Source: an optimization exercise on an open RTL-to-GDS flow (aim: small area). Production flows keep margins and buffers that such runs may drop.
Function was checked by simulation only, so behaviour that the tests miss may differ from the original.
No activity file was given, so power comes from the tool's default toggle rates.

build 83:
// adsb_encoder
module adsb_encoder (
    input  wire         clk,
    input  wire         rst,
    input  wire         in_valid,
    output wire         in_ready,
    input  wire [1:0]   op,
    input  wire [23:0]  icao,
    input  wire [2:0]   ca,
    input  wire [4:0]   tc,
    input  wire [1:0]   ss,
    input  wire         nicsb,
    input  wire         tbit,
    input  wire         surface,
    input  wire [31:0]  alt,       
    input  wire [31:0]  lat,       
    input  wire [31:0]  lon,       
    input  wire [63:0]  name,      
    input  wire [87:0]  msg,       
    output wire         out_valid,
    input  wire         out_ready,
    output wire [111:0] frame_e,   
    output wire [111:0] frame_o,
    output wire [7:0]   diag,
    output wire [23:0]  crc,
    output wire         err
);
Size: about 1,500 cells after synthesis, about 550 I/O pins, roughly 13,000 µm² of cells after synthesis.
clock: 34.0 ns
lec_check: 0
cap_margin: 20
core_margin: 2
core_utilization: 30
place_density: 0.5
slew_margin: 20
standard.sh (not shown) runs the stock make flow with config.mk's settings and CLKGATE_MAP_FILE= SYNTH_SCRIPT=/design/flow/synth_recipe.tcl, a recipe that flattens the netlist after the stock synthesis.
==> flow/flow/run.sh <==
#!/bin/bash
# The standard layout (standard.sh) with four changes to how it is made:
#  - Yosys maps the logic with flow/abc_map.script, an area-oriented ABC
#    script, in place of ORFS's delay-oriented abc_speed.script (a copy of
#    ORFS's scripts folder with only that file replaced); the synthesis is
#    otherwise ORFS's, as synth_recipe.tcl runs it;
#  - ADDER_MAP_FILE is empty, so Yosys leaves adders to ABC instead of
#    extracting full and half adder cells first;
#  - buffer_ports buffers every input and output port with
#    sky130_fd_sc_hd__buf_1, the smallest buffer;
#  - clock tree synthesis clusters up to 14 registers per leaf buffer
#    (sky130_fd_sc_hd__clkbuf_8) and adds no dummy loads.
# Each tool's output stays in ORFS's own logs; standard.sh's output goes to
# standard.log.
set -e
rm -rf scripts_area
cp -r "$FLOW_HOME/scripts" scripts_area
cp flow/abc_map.script scripts_area/abc_speed.script
export SCRIPTS_DIR="$PWD/scripts_area"
export ADDER_MAP_FILE=
export BUFFER_PORTS_ARGS="-buffer_cell sky130_fd_sc_hd__buf_1"
export CTS_ARGS="-sink_clustering_enable -repair_clock_nets -sink_clustering_size 14 -sink_clustering_max_diameter 60 -buf_list sky130_fd_sc_hd__clkbuf_8 -dont_use_dummy_load"
bash standard.sh > standard.log 2>&1
==> flow/flow/abc_map.script <==
&get -n
&st
&dch
&nf -R 1000
&st
&dch
&nf -R 1000
&st
&dch
&nf -R 1000
&put
dnsize -c
> inputs changed (build 83 -> build 24)
-- flow/flow/run.sh --
<<< build 83, line 2
# The standard layout (standard.sh) with four changes to how it is made:
>>> build 24, line 2
# The standard layout (standard.sh) with five changes to how it is made:
<<< build 83, line 9
>>> build 24, line 9
#  - SYNTH_OPERATIONS_ARGS names an empty techmap file (flow/no_extra_map.v)
#    in place of ORFS's default Kogge-Stone carry-lookahead map;
<<< build 83, line 21
>>> build 24, line 23
export SYNTH_OPERATIONS_ARGS="-extra-map $PWD/flow/no_extra_map.v"
==> flow/flow/no_extra_map.v (new file) <==
// Empty techmap library: passed as Yosys synth's -extra-map in place of
// ORFS's default Kogge-Stone carry-lookahead map, so adders keep Yosys's
// plain ripple carry for ABC to map.
==> run notes <==
Build 24 falls short of build 83 in switching power of the nets.
Die size: build 24 exceeds build 83
Compared with build 83, in build 24 logic gate share of total power went up 1.7 points; post-synthesis instance area went up 0.32%.
Taking build 83 as 1.0, build 24 lands at 1.05 on total leakage power.
The run showing the greater power density over the cells is build 24.
Relative to build 83, the share of the clock period used by the worst path after layout of build 24 is lower by 1.3 points.
Inputs modified between build 24 and build 20:
Settings: changing SLEW_MARGIN from 20 to 0; changing CAP_MARGIN from 20 to 0.
-- flow/flow/run.sh --
<<< build 24, line 2
# The standard layout (standard.sh) with five changes to how it is made:
>>> build 20, line 2
# The standard layout (standard.sh) with four changes to how it is made:
<<< build 24, line 9
#  - SYNTH_OPERATIONS_ARGS names an empty techmap file (flow/no_extra_map.v)
#    in place of ORFS's default Kogge-Stone carry-lookahead map;
>>> build 20, line 9
<<< build 24, line 23
export SYNTH_OPERATIONS_ARGS="-extra-map $PWD/flow/no_extra_map.v"
>>> build 20, line 21
removed: flow/flow/no_extra_map.v
Results
- Build 20 closes out successfully: all stages finished, all timing, DRC and antenna checks passed.
- Of the two values seen for critical path endpoint, O[43] was produced by build 24 and CE[17] by build 20.
- Compared with build 24, build 20 shows a power share of the clock group that is 1.1 points higher.
- Run comparison: build 20 main power-consuming group registers; build 24 main power-consuming group combinational cells
- Taking build 24 as the reference, in build 20 global routing usage on met1 rose 1.3 points, power drawn by the clock network about even, total inserted antenna cells fell 3.
Changes in build 55 relative to build 20:
Settings: SLEW_MARGIN: 0 -> 20; CAP_MARGIN: 0 -> 20.
-- flow/flow/run.sh --
<<< build 20, line 2
# The standard layout (standard.sh) with four changes to how it is made:
>>> build 55, line 2
# The standard layout (standard.sh) with three changes to how it is made:
<<< build 20, line 7
#  - ADDER_MAP_FILE is empty, so Yosys leaves adders to ABC instead of
#    extracting full and half adder cells first;
>>> build 55, line 7
<<< build 20, line 20
export ADDER_MAP_FILE=
>>> build 55, line 18
[summary]
- Build 55 ends up with higher global-route usage than build 20 does.
- Build 55 against build 20; maximum number of pins on one net before global-route repair is down by more than 10%.
- Build 55: power share of the clock group is 0.2 points lower than what build 20 reported.
- Summary of build 55 over build 20: number of distinct library cells after synthesis went up about 3.7%; final worst-path setup slack went up by 0.90 ns; clock latency reported for the late side of the worst-skew pair went up; final design area excluding fillers +2.2%; synthesized cell count now sits higher.
- Per the comparison of build 55 with build 20, minimum clock period after layout -0.90 ns, combined buffer and inverter count along the critical path grew by 1.
The following lists how build 10 was set up differently from build 55:
Settings: CORE_UTILIZATION: 30 -> 35; PLACE_DENSITY: 0.5 -> 0.55.
-- flow/flow/run.sh --
<<< build 55, line 2
# The standard layout (standard.sh) with three changes to how it is made:
>>> build 10, line 2
# The standard layout (standard.sh) with four changes to how it is made:
<<< build 55, line 7
>>> build 10, line 7
#  - ADDER_MAP_FILE is empty, so Yosys leaves adders to ABC instead of
#    extracting full and half adder cells first;
<<< build 55, line 18
>>> build 10, line 20
export ADDER_MAP_FILE=
Findings:
Build 10 — final instance area 2.9% lower, build 55 as reference
Shortest clock period the worst path allows after layout ended up 0.23 ns higher on build 10 than on build 55.
In the flow results for build 55 and build 10, the combinational power is smaller on build 10.
~same clock skew in build 55 and build 10
Comparing build 55 and build 10, proportion of synthesized area in mux cells is lower on build 10.
Of the two values seen for master of the slowest instance on the critical path, buf_6 was produced by build 55 and a211o_1 by build 10.
The higher total power of build 55 and build 10 is in build 55.
On share of the clock period used by the worst path after layout, the lower figure sits with build 55, not build 10.


Setup of rev 12:
Another version of the RTL of adsb_encoder (not shown whole).
Size: about 1500 cells after synthesis, ~210 flip-flops, roughly 550 I/O pins.
clock: 34.0 ns
lec_check: 0
cap_margin: 20
cell_pad_in_sites_detail_placement: 1
cell_pad_in_sites_global_placement: 1
core_margin: 2
core_utilization: 25
place_density: 0.45
slew_margin: 20
==> flow/flow/run.sh <==
#!/bin/bash
# The standard layout (standard.sh) with three changes to how it is made:
#  - Yosys maps the logic with flow/abc_map.script, an area-oriented ABC
#    script, in place of ORFS's delay-oriented abc_speed.script (a copy of
#    ORFS's scripts folder with only that file replaced); the synthesis is
#    otherwise ORFS's, as synth_recipe.tcl runs it;
#  - buffer_ports buffers every input and output port with
#    sky130_fd_sc_hd__buf_1, the smallest buffer;
#  - clock tree synthesis clusters up to 12 registers per leaf buffer
#    (sky130_fd_sc_hd__clkbuf_8) and adds no dummy loads.
# Each tool's output stays in ORFS's own logs; standard.sh's output goes to
# standard.log.
set -e
rm -rf scripts_area
cp -r "$FLOW_HOME/scripts" scripts_area
cp flow/abc_map.script scripts_area/abc_speed.script
export SCRIPTS_DIR="$PWD/scripts_area"
export BUFFER_PORTS_ARGS="-buffer_cell sky130_fd_sc_hd__buf_1"
export CTS_ARGS="-sink_clustering_enable -repair_clock_nets -sink_clustering_size 12 -sink_clustering_max_diameter 50 -buf_list sky130_fd_sc_hd__clkbuf_8 -dont_use_dummy_load"
bash standard.sh > standard.log 2>&1
Scripts as last shown in full above: flow/flow/abc_map.script
Modified inputs, rev 13 compared to rev 12
--- a/flow/flow/run.sh
+++ b/flow/flow/run.sh
@@ -8,3 +8,3 @@
 #    sky130_fd_sc_hd__buf_1, the smallest buffer;
-#  - clock tree synthesis clusters up to 12 registers per leaf buffer
+#  - clock tree synthesis clusters up to 14 registers per leaf buffer
 #    (sky130_fd_sc_hd__clkbuf_8) and adds no dummy loads.
@@ -18,3 +18,3 @@
 export BUFFER_PORTS_ARGS="-buffer_cell sky130_fd_sc_hd__buf_1"
-export CTS_ARGS="-sink_clustering_enable -repair_clock_nets -sink_clustering_size 12 -sink_clustering_max_diameter 50 -buf_list sky130_fd_sc_hd__clkbuf_8 -dont_use_dummy_load"
+export CTS_ARGS="-sink_clustering_enable -repair_clock_nets -sink_clustering_size 14 -sink_clustering_max_diameter 60 -buf_list sky130_fd_sc_hd__clkbuf_8 -dont_use_dummy_load"
 bash standard.sh > standard.log 2>&1
--- a/flow/config.mk
+++ b/flow/config.mk
@@ -8,7 +8,5 @@
 export CAP_MARGIN = 20
-export CELL_PAD_IN_SITES_DETAIL_PLACEMENT = 1
-export CELL_PAD_IN_SITES_GLOBAL_PLACEMENT = 1
 export CORE_MARGIN = 2
-export CORE_UTILIZATION = 25
-export PLACE_DENSITY = 0.45
+export CORE_UTILIZATION = 30
+export PLACE_DENSITY = 0.5
 export SLEW_MARGIN = 20
[summary]
Rev 13 vs. rev 12: summed area of non-filler cells in the final layout went down by 1.6%.
[compare] base=rev 12 new=rev 13: worst ir drop on vdd went down, clock-pin slew of the registers on the worst-case setup and hold paths stayed essentially flat, area added between synthesis and finish has decreased, final core utilization increased by 5.5 points relative to the old numbers, number of antenna violations at the first check in global routing decreased by 4 relative to the old numbers.
Net load switching power: rev 13 and rev 12 compared, higher one is rev 12
The final cell count of rev 13 falls short of that of rev 12 by 98.
Rev 13 reports a lower net count of the finished layout than rev 12 does.
Compared to rev 12, rev 13 has setup slack of the worst register-to-register path 0.17 ns higher.


build 27:
Another version of the RTL of adsb_encoder (not shown whole).
For scale: about 210 flip-flops, roughly 13000 µm² of cells after synthesis.
==> flow/design.v (excerpt) <==
module adsb_encoder (
    input  wire         clk,
    input  wire         rst,
    input  wire         in_valid,
    output wire         in_ready,
    input  wire [1:0]   op,
    input  wire [23:0]  icao,
    input  wire [2:0]   ca,
    input  wire [4:0]   tc,
    input  wire [1:0]   ss,
    input  wire         nicsb,
    input  wire         tbit,
    input  wire         surface,
    input  wire [31:0]  alt,       
    input  wire [31:0]  lat,       
    input  wire [31:0]  lon,       
    input  wire [63:0]  name,      
    input  wire [87:0]  msg,       
    output wire         out_valid,
    input  wire         out_ready,
    output wire [111:0] frame_e,   
    output wire [111:0] frame_o,
    output wire [7:0]   diag,
    output wire [23:0]  crc,
    output wire         err
);
    localparam [1:0] S_IDLE = 2'd0, S_RUN = 2'd1, S_DONE = 2'd2;
    localparam [2:0] P_SAR = 3'd0, P_ALT = 3'd1, P_XZ = 3'd2, P_YZ = 3'd3,
                     P_CRCO = 3'd4, P_XFER = 3'd5, P_CRCE = 3'd6;
    localparam [7:0]  CRC_LAST = 8'd124;         
  ...
clock: 34.0 ns
lec_check: 0
cap_margin: 20
core_margin: 2
core_utilization: 30
place_density: 0.5
slew_margin: 20
==> flow/flow/run.sh <==
#!/bin/bash
# The standard layout (standard.sh) with three changes to how it is made:
#  - Yosys maps the logic with flow/abc_map.script, an area-oriented ABC
#    script, in place of ORFS's delay-oriented abc_speed.script (a copy of
#    ORFS's scripts folder with only that file replaced); the synthesis is
#    otherwise ORFS's, as synth_recipe.tcl runs it;
#  - buffer_ports buffers every input and output port with
#    sky130_fd_sc_hd__buf_1, the smallest buffer;
#  - clock tree synthesis clusters up to 17 registers per leaf buffer
#    (sky130_fd_sc_hd__clkbuf_8) and adds no dummy loads.
# Each tool's output stays in ORFS's own logs; standard.sh's output goes to
# standard.log.
set -e
rm -rf scripts_area
cp -r "$FLOW_HOME/scripts" scripts_area
cp flow/abc_map.script scripts_area/abc_speed.script
export SCRIPTS_DIR="$PWD/scripts_area"
export BUFFER_PORTS_ARGS="-buffer_cell sky130_fd_sc_hd__buf_1"
export CTS_ARGS="-sink_clustering_enable -repair_clock_nets -sink_clustering_size 17 -sink_clustering_max_diameter 70 -buf_list sky130_fd_sc_hd__clkbuf_8 -dont_use_dummy_load"
bash standard.sh > standard.log 2>&1
Scripts as last shown in full above: flow/flow/abc_map.script
Relative to build 27, the following input files were edited for build 67:
- swapping 0.5 for 0.58 in PLACE_DENSITY
- swapping 30 for 38 in CORE_UTILIZATION
diff --git a/flow/flow/run.sh b/flow/flow/run.sh
--- a/flow/flow/run.sh
+++ b/flow/flow/run.sh
@@ -8,3 +8,3 @@
 #    sky130_fd_sc_hd__buf_1, the smallest buffer;
-#  - clock tree synthesis clusters up to 17 registers per leaf buffer
+#  - clock tree synthesis clusters up to 16 registers per leaf buffer
 #    (sky130_fd_sc_hd__clkbuf_8) and adds no dummy loads.
@@ -18,3 +18,3 @@
 export BUFFER_PORTS_ARGS="-buffer_cell sky130_fd_sc_hd__buf_1"
-export CTS_ARGS="-sink_clustering_enable -repair_clock_nets -sink_clustering_size 17 -sink_clustering_max_diameter 70 -buf_list sky130_fd_sc_hd__clkbuf_8 -dont_use_dummy_load"
+export CTS_ARGS="-sink_clustering_enable -repair_clock_nets -sink_clustering_size 16 -sink_clustering_max_diameter 60 -buf_list sky130_fd_sc_hd__clkbuf_8 -dont_use_dummy_load"
 bash standard.sh > standard.log 2>&1
Findings:
- On period utilization, the higher figure sits with build 67, not build 27.
- Summary: with build 27 as the reference, routed via count divided by cell count in build 67 moved up by a little under 10%.
- Build 67 leaves less setup margin than build 27.
- Compared build 67 vs build 27, and worst path required time is down in build 67.
> inputs changed (build 67 -> build 12)
- CORE_UTILIZATION changed from 38 to 30
- PLACE_DENSITY changed from 0.58 to 0.5
diff --git a/flow/flow/run.sh b/flow/flow/run.sh
--- a/flow/flow/run.sh
+++ b/flow/flow/run.sh
@@ -8,4 +8,4 @@
 #    sky130_fd_sc_hd__buf_1, the smallest buffer;
-#  - clock tree synthesis clusters up to 16 registers per leaf buffer
-#    (sky130_fd_sc_hd__clkbuf_8) and adds no dummy loads.
+#  - clock tree synthesis clusters up to 30 registers per leaf buffer
+#    (sky130_fd_sc_hd__clkbuf_16) and adds no dummy loads.
 # Each tool's output stays in ORFS's own logs; standard.sh's output goes to
@@ -18,3 +18,3 @@
 export BUFFER_PORTS_ARGS="-buffer_cell sky130_fd_sc_hd__buf_1"
-export CTS_ARGS="-sink_clustering_enable -repair_clock_nets -sink_clustering_size 16 -sink_clustering_max_diameter 60 -buf_list sky130_fd_sc_hd__clkbuf_8 -dont_use_dummy_load"
+export CTS_ARGS="-sink_clustering_enable -repair_clock_nets -sink_clustering_size 30 -sink_clustering_max_diameter 100 -buf_list sky130_fd_sc_hd__clkbuf_16 -dont_use_dummy_load"
 bash standard.sh > standard.log 2>&1
### Flow results
- Of build 67 and build 12, build 67 shows the higher clock latency reported for the late side of the worst-skew pair, with build 12 below it.
- Hold path depth: build 67 vs build 12 identical
- Final cell area: build 12 above build 67
- Worst reg2reg path depth for build 12 is higher than for build 67.
- Each of the runs, namely build 67 and build 12, reached the end of the flow and came out clean.


== north ==
Another version of the RTL of adsb_encoder (not shown whole).
For scale: about 1500 cells after synthesis, ~550 I/O pins.
export LEC_CHECK = 0
export CAP_MARGIN = 10
export CORE_MARGIN = 2
export CORE_UTILIZATION = 30
export GPL_TIMING_DRIVEN = 0
export PLACE_DENSITY = 0.5
export SLEW_MARGIN = 10
create_clock -name core_clock -period 34.0 [get_ports {clk}]
==> flow/flow/run.sh <==
#!/bin/bash
# The standard layout (standard.sh) with three changes to how it is made:
#  - Yosys maps the logic with flow/abc_map.script, an area-oriented ABC
#    script, in place of ORFS's delay-oriented abc_speed.script (a copy of
#    ORFS's scripts folder with only that file replaced); the synthesis is
#    otherwise ORFS's, as synth_recipe.tcl runs it;
#  - buffer_ports buffers every input and output port with
#    sky130_fd_sc_hd__buf_1, the smallest buffer;
#  - clock tree synthesis clusters up to 17 registers per leaf buffer
#    (sky130_fd_sc_hd__clkbuf_8) and adds no dummy loads.
# Each tool's output stays in ORFS's own logs; standard.sh's output goes to
# standard.log.
set -e
rm -rf scripts_area
cp -r "$FLOW_HOME/scripts" scripts_area
cp flow/abc_map.script scripts_area/abc_speed.script
export SCRIPTS_DIR="$PWD/scripts_area"
export BUFFER_PORTS_ARGS="-buffer_cell sky130_fd_sc_hd__buf_1"
export CTS_ARGS="-sink_clustering_enable -repair_clock_nets -sink_clustering_size 17 -sink_clustering_max_diameter 70 -buf_list sky130_fd_sc_hd__clkbuf_8 -dont_use_dummy_load"
bash standard.sh > standard.log 2>&1
Scripts as last shown in full above: flow/flow/abc_map.script
Setup changes, north to south
Settings: CAP_MARGIN now 20, was 10; GPL_TIMING_DRIVEN no longer set, was 0; SLEW_MARGIN now 20, was 10.
### Flow results
Smallest setup slack after layout: south vs north up 290 ps. Delta (south minus north): relative contribution of the clock network to total power rose by 0.4 points; maximum frequency went up by 3.1 MHz.
For east, these inputs were changed with respect to south:
-- flow/flow/run.sh --
<<< south, line 9
#  - clock tree synthesis clusters up to 17 registers per leaf buffer
#    (sky130_fd_sc_hd__clkbuf_8) and adds no dummy loads.
>>> east, line 9
#  - clock tree synthesis clusters up to 8 registers per leaf buffer
#    (sky130_fd_sc_hd__clkbuf_4 or _8) and adds no dummy loads.
<<< south, line 19
export CTS_ARGS="-sink_clustering_enable -repair_clock_nets -sink_clustering_size 17 -sink_clustering_max_diameter 70 -buf_list sky130_fd_sc_hd__clkbuf_8 -dont_use_dummy_load"
>>> east, line 19
export CTS_ARGS="-sink_clustering_enable -repair_clock_nets -sink_clustering_size 8 -sink_clustering_max_diameter 40 -buf_list {sky130_fd_sc_hd__clkbuf_4 sky130_fd_sc_hd__clkbuf_8} -dont_use_dummy_load"
==> comparison <==
east has completed all stages; timing, DRC and antenna checks passed.
Diff south -> east: site row count about even, final cell count has remained practically unchanged, area of the core about even.
The power share of the clock group on south is in line with that on east.
Re via count: no difference whatsoever between south and east.
Taking south as the reference, in east floorplan die width roughly the same; final critical-path share of the clock period roughly the same.

==> what the ideal ports hide <==
No port has a modelled driver above. Below, the same layouts with a new extraction and two added sets of constraints.
Step 1, drivers: a clkbuf_16 drives clk and a buf_2 each remaining input, both assumed.
Step 2 times the ports against the registers' clock, not the clock port: input delays grow and output delays shrink by t, the midpoint of the rising clock arrivals with the driver on.
Slacks: ideal / step 1 / step 2; pairs: ideal / step 1.
run	shift t [ns]	setup WS [ns]	worst hold slack (ns)
build 83	0.549	23.673 / 23.693 / 23.144	0.351 / 0.351 / 0.351
build 24	0.589	24.105 / 24.131 / 23.542	0.344 / 0.344 / 0.344
build 20	0.549	23.652 / 23.671 / 23.121	0.351 / 0.351 / 0.351
build 55	0.599	24.555 / 24.560 / 23.961	0.358 / 0.358 / 0.358
build 10	0.541	24.323 / 24.343 / 23.802	0.359 / 0.359 / 0.359
rev 12	0.626	24.745 / 24.746 / 24.120	0.379 / 0.379 / 0.379
rev 13	0.594	23.857 / 23.888 / 23.295	0.454 / 0.454 / 0.454
build 27	0.595	25.443 / 25.400 / 24.805	0.464 / 0.464 / 0.464
build 67	0.587	24.536 / 24.565 / 23.979	0.449 / 0.449 / 0.449
build 12	0.530	25.391 / 25.344 / 24.813	0.431 / 0.431 / 0.431
north	0.607	24.206 / 24.225 / 23.619	0.490 / 0.490 / 0.490
south	0.567	24.491 / 24.518 / 23.952	0.489 / 0.489 / 0.489
east	0.567	24.491 / 24.518 / 23.952	0.489 / 0.489 / 0.489
After both steps every run listed still meets setup and hold. The setup slack of build 27, which loses most, moves by -0.043 ns with the drivers and by -0.638 ns with both steps.
